Background: an optimization exercise with open tools, aiming at small area, a short achievable clock period and few clock cycles. Do not read the settings as production practice.
In this exercise RTL edits were held to simulation tests only and were not proved equivalent to the original.
Power and IR drop assume default switching activity.

## flow/design.v

```verilog
module pix_decoder #(
    parameter W = 8,
    parameter H = 8
) (
    input  wire        clk,
    input  wire        rst,
    input  wire        start,
    input  wire [8:0]  plen,
    input  wire [15:0] ilen,
    output wire        busy,
    input  wire        pal_valid,
    input  wire [23:0] pal_data,
    output wire        pal_ready,
    input  wire        in_valid,
    input  wire [7:0]  in_data,
    output wire        in_ready,
    output wire        pix_valid,
    output wire [23:0] pix_data,
    input  wire        pix_ready,
    output reg         done,
    output reg         err,
    output reg  [7:0]  errcode,
    output reg  [3:0]  bpp,
    output reg  [8:0]  skipcnt,
    output reg  [19:0] trailbits
);
    localparam NMAX = W * H;
    localparam IW   = (NMAX > 1) ? $clog2(NMAX) : 1;    
    localparam CW   = $clog2(NMAX + 1);                   
    localparam [7:0] ERR_EMPTY_PALETTE = 8'h33;
    localparam [7:0] ERR_BAD_OPERAND   = 8'h42;
    localparam [1:0] S_IDLE = 2'd0, S_PAL = 2'd1, S_DEC = 2'd2;
    reg [1:0]    state;
    reg [CW-1:0] plen_r;
    reg [15:0]   ilen_r;
    reg [3:0]    b;              
    reg [23:0]   pal [0:NMAX-1];
    reg [CW-1:0] pal_cnt;        
    reg [15:0]   bytes_left;     
    reg [15:0]   acc;            
    reg [4:0]    nacc;           
    reg [CW-1:0] pix_cnt;        
    reg [CW-1:0] ndec;           
    reg [8:0]    skip;
    function [3:0] bits_per_pixel;
        input [8:0] n;
        integer k;
        begin
            bits_per_pixel = 4'd1;
            for (k = 1; k <= 8; k = k + 1)
                if (n > (1 << (k - 1)))
                    bits_per_pixel = k[3:0];
        end
    endfunction
    wire         grid_full  = (pix_cnt == NMAX);
    wire         have_win   = (nacc >= b);
    wire         stream_end = (bytes_left == 16'd0);
    wire [7:0]   win        = acc[7:0] & ((8'd1 << b) - 8'd1);
    wire         in_pal     = (win < plen_r);
    assign pix_valid = (state == S_DEC) && !grid_full && (have_win || stream_end);
    assign pix_data  = (have_win && in_pal) ? pal[win[IW-1:0]] : 24'h000000;
    assign in_ready  = (state == S_DEC) && !stream_end && (grid_full || !have_win);
    assign pal_ready = (state == S_PAL);
    assign busy      = (state != S_IDLE);
    wire [19:0] total_bits = {ilen_r, 3'b000};
    always @(posedge clk) begin
        if (rst) begin
            state     <= S_IDLE;
            done      <= 1'b0;
        end else begin
            case (state)
                S_IDLE: begin
                    if (start) begin
                        done <= 1'b0;
                        if (plen > NMAX) begin
                            done    <= 1'b1;
                            err     <= 1'b1;
                            errcode <= ERR_BAD_OPERAND;
                        end else if (plen == 9'd0) begin
                            done    <= 1'b1;
                            err     <= 1'b1;
                            errcode <= ERR_EMPTY_PALETTE;
                        end else begin
                            err        <= 1'b0;
                            errcode    <= 8'h00;
                            plen_r     <= plen[CW-1:0];
                            ilen_r     <= ilen;
                            b          <= bits_per_pixel(plen);
                            pal_cnt    <= {CW{1'b0}};
                            bytes_left <= ilen;
                            acc        <= 16'd0;
                            nacc       <= 5'd0;
                            pix_cnt    <= {CW{1'b0}};
                            ndec       <= {CW{1'b0}};
                            skip       <= 9'd0;
                            state      <= S_PAL;
                        end
                    end
                end
                S_PAL: begin
                    if (pal_valid) begin
                        pal[pal_cnt[IW-1:0]] <= pal_data;
                        pal_cnt <= pal_cnt + 1'b1;
                        if (pal_cnt == plen_r - 1'b1)
                            state <= S_DEC;
                    end
                end
                S_DEC: begin
                    if (pix_valid && pix_ready) begin
                        pix_cnt <= pix_cnt + 1'b1;
                        if (have_win) begin
                            acc  <= acc >> b;
                            nacc <= nacc - b;
                            ndec <= ndec + 1'b1;
                            if (!in_pal)
                                skip <= skip + 1'b1;
                        end
                    end else if (in_valid && in_ready) begin
                        bytes_left <= bytes_left - 1'b1;
                        if (!grid_full) begin
                            acc  <= acc | ({8'd0, in_data} << nacc);
                            nacc <= nacc + 5'd8;
                        end
                    end
                    if (grid_full && stream_end) begin
                        state     <= S_IDLE;
                        done      <= 1'b1;
                        bpp       <= b;
                        skipcnt   <= skip;
                        trailbits <= total_bits - ndec * b;
                    end
                end
                default: state <= S_IDLE;
            endcase
        end
    end
endmodule
```

## flow/run.sh

```bash
#!/bin/bash
# synth_recipe.tcl (not shown) runs the flow's synth.tcl, then flattens the netlist and writes it again
# the make line also repeats each setting of config.mk as NAME=value (left out here)
make -C /OpenROAD-flow-scripts/flow DESIGN_CONFIG=/design/flow/config.mk WORK_HOME=/design/flow/orfs CLKGATE_MAP_FILE= SYNTH_SCRIPT=/design/flow/synth_recipe.tcl finish
```

## flow/constraint.sdc

```tcl
create_clock -name core_clock -period 10.0 [get_ports {clk}]
set_input_delay 2.0000 -clock core_clock [delete_from_list [all_inputs] [get_ports {clk}]]
set_output_delay 2.0000 -clock core_clock [all_outputs]
set_load 0.01 [all_outputs]
```

## flow/config.mk

```make
export PLATFORM = sky130hd
export DESIGN_NAME = pix_decoder
export DESIGN_NICKNAME = pix_decoder
export VERILOG_FILES = /design/flow/design.v
export SDC_FILE = /design/flow/constraint.sdc
export NUM_CORES = 4
export LEC_CHECK = 0
export CAP_MARGIN = 20
export CORE_MARGIN = 2
export CORE_UTILIZATION = 40
export SLEW_MARGIN = 20
```

==> flow_metrics.tcl <==
set metrics [dict create \
    synthCells 3312 \
    worstSkewPairLatency_ns 0.81 \
    crit_start "b[1]$_SDFFCE_PP0P_" \
    synth_edf_count 1667 \
    seqPwrFrac 0.541 \
    crit_path_end_kind "primary output" \
    clkPwrFrac 0.437 \
    finalClockSkew_ns 0.0492 \
    fmax_mhz 118 \
    rsz0062_at_grt "no" \
    path_max_fanout 49 \
    setup_viol 0 \
    start_kind "flop" \
    synth-main-ff-cell "edfxtp_1" \
    hold_class "reg2reg" \
    grt_overflow 0 \
    worstPathArrival_ns 6.45 \
    cp.required_ns 8.00 \
    yosysUniqueCellTypes 68 \
    via_count 33900 \
    power_density_nw_per_um2 187 \
    cts-resized-gates 0 \
    wire_per_inst_um 29.5 \
    dieHeight_um 412 \
    root_buffer "clkbuf_16" \
    h-tree-depth 4 \
    hold_ws_ns 0.486 \
    cts_tree "done" \
    worst_slew_margin_rel 0.271 \
    vias_per_cell 5.78 \
    worstHoldStart "skip[8]$_SDFFCE_PN0P_" \
    syn_area_per_cell_um2 20.1 \
    ios 134 \
    coreArea_um2 165000 \
    period_share 0.845 \
    drcViolationCount 0 \
    cts_hold_buf 0 \
    nFillCells 13900 \
    critPathKind "reg2out" \
    reg2reg_from "b[3]$_SDFFCE_PP1P_" \
    regArea_um2 50100 \
    final_hold_viol_count 0 \
    dr.pass1.iters 5 \
    min_period_ns 8.45 \
    drv_slew 0 \
    yosysSeqAreaShare 0.752 \
    ant_nets 0 \
    hpwl_um 102000 \
    syn_to_final_growth_pct 14.5 \
    p_leak_nw 23.7 \
    gp_congestion 0.895 \
    antenna_found_initial 13 \
    drt_iter0_drc 3846 \
    ys_warn_count 1 \
    cts.sinks 1670 \
    grtUsageTotal 0.203 \
    grt_pass1_vias 33200 \
    layout-drive-gt1-share 0.237 \
    dieArea_um2 170000 \
    port_buffers 130 \
    cts_inserted_buffers 168 \
    initial_core_util 0.404 \
    rrSetupSlack_ns 5.47 \
    power_frac_comb 0.022 \
    grt_max_degree 159 \
    multi_input_area_um2 15500 \
    outcome "no timing/DRC/antenna violations" \
    post_cts_buffers 0 \
    async_flop_share 0 \
    drt-total-wl_um 173000 \
    ir_worst_vdd_v 0.000186 \
    num_rows 149 \
    maxCapViolations 0 \
    fin_setup_tns_ns 0 \
    yosys_register_bits 1670 \
    clk_pin_slew_ns 0.06 \
    grt_pass1_wl_um 246000 \
    netlist_area_um2 66700 \
    worst_slew_pin_slew_ns 1.09 \
    intPower_w 0.0113 \
    sw_frac_of_total 0.205 \
    power.switching_w 0.00292 \
    die_x_um 412 \
    fin_nets 3653 \
    clock_path_buffers 3 \
]
-- final cells by class --
cell class | instances | share of cell area
Antenna cell | 1 | 0.0000328
Multi-Input combinational cell | 1370 | 0.204
Clock inverter | 100 | 0.0138
Sequential cell | 1670 | 0.657
Timing Repair Buffer | 253 | 0.0289
Inverter | 72 | 0.00354
Tap cell | 2189 | 0.0359
Clock buffer | 205 | 0.0577
-- layout by cell type, fill, tap and decap left out, types with 29 or more instances in the layout --
master and count:
xnor2_1 35, inv_1 68, clkdlybuf4s50_1 106, or4_1 51
clkbuf_16 170, clkinv_1 42, o22ai_1 122, clkbuf_1 33
o32ai_1 95, nor2_1 91, ha_1 37, mux4_2 389
buf_4 117, nor2_2 62, edfxtp_1 1667, nor3_1 29
a21oi_1 55, o21ai_0 45, nand2_1 81
-- sequential cells by signal, indices dropped and copies added (netlist names), 7 cells and up --
register and cells:
acc 16, bytes_left 16, ilen_r 16, ndec 7, pal 1536, pal_cnt 7, pix_cnt 7, plen_r 7
skip 9, skipcnt 9, trailbits 20
-- power groups by stage --
stage | clock (W) | sequential, W | combinational [W]
after floorplan | 0 | 0.00786 | 0.000117
after global placement | 0 | 0.00786 | 0.000314
after detailed placement | 0 | 0.00786 | 0.000320
after CTS | 0.00633 | 0.00771 | 0.000320
after global routing | 0.00660 | 0.00771 | 0.000343
final | 0.00623 | 0.00771 | 0.000320
-- through the flow --
stage                     utilization  setup WS (ns)  power (W)  cell area (um^2)  cells
after floorplan                     -           3.73    0.00797             66700   3314
final                           0.462           1.55     0.0143             76300   5860
after CTS                       0.462           1.67     0.0144             76300   5859
after global placement          0.429           2.60    0.00817             70800   5553
after global routing            0.462           1.33     0.0146             76300   5860
after detailed placement        0.429           2.52    0.00818             70900   5554
-- metal layers --
layer | global-route usage | wire (um) | share of wire
met1 | 0.260 | 66600 | 0.39
met2 | 0.332 | 85000 | 0.49
met3 | 0.0454 | 12900 | 0.075
met4 | 0.0870 | 7970 | 0.046
met5 | 0 | 39 | 0.00023
-- synth_stat cells (19+ instances only) --
library cell     n  area share
buf_4           28      0.0032
o22ai_1        122       0.011
mux2i_1         19      0.0029
inv_1           69      0.0039
edfxtp_1      1667        0.75
ha_1            37      0.0069
nand3_1         33      0.0025
and2_1          21      0.0020
xor2_1          22      0.0029
o21ai_0         45      0.0034
nor3_1          31      0.0023
clkbuf_1       108      0.0061
nand2_1         81      0.0046
a21oi_1         56      0.0042
mux4_2         389        0.13
buf_2           49      0.0037
o32ai_1         95       0.012
or4_1           51      0.0057
xnor2_1         35      0.0046
nor2_1         153      0.0086
-- worst paths after layout --
| check | to | cells after the start |
|---|---|---|
| worst max-delay path | pix_data[16] | 14 |
| worst min-delay path | skipcnt[8]$_DFFE_PP_ | 0 |
| worst max register to register | trailbits[16]$_DFFE_PP_ | 14 |
| worst min register to register | skipcnt[8]$_DFFE_PP_ | 0 |
-- critical path, stage by stage (launching register included) --
cell,delay [ns]
edfxtp_1,0.48
buf_4,0.40
clkinv_1,0.31
nand3_1,0.15
ha_1,0.29
nor2b_1,0.17
o211ai_1,0.18
nand3_2,0.15
buf_4,0.60
nand2b_2,0.24
buf_4,0.53
o22ai_1,0.14
or4_1,0.69
o22ai_1,0.59
clkdlybuf4s50_1,0.66
-- kinds of logic after synthesis --
group / synth area share
flops: 0.752
buf+inv: 0.0187
other cells: 0.0000563
xor+xnor: 0.00749
fa+ha+maj: 0.0124
mux: 0.136
compound gates: 0.0393
simple gates: 0.0342
Testbench counts, summed over its fixed seeds: cycles 44,514.

## what the ideal ports hide
No port has a modelled driver above. Below, the same layout with a new extraction and two added sets of constraints. Step 1, drivers: a clkbuf_16 drives clk and a buf_2 each remaining input, both assumed. Step 2 moves the port delays by t, midway between the first and last clock arrival at a register: inputs arrive t later, outputs are due t later. That takes back most of the time a late clock gives input paths. Slacks: ideal ports / drivers / drivers and shift; pairs: ideal ports / drivers.
t (ns): 0.867
setup WS [ns]: 1.552 / 1.463 / 2.330
hold slack, ns: 0.486 / 0.486 / 0.486
worst register clock-pin slew, ns: 0.07 / 0.07
worst slew at a driven data input, ns: 0.13
After both steps setup and hold are still met in this run. The setup slack of this run moves by -0.089 ns with the drivers and by +0.778 ns with both steps.
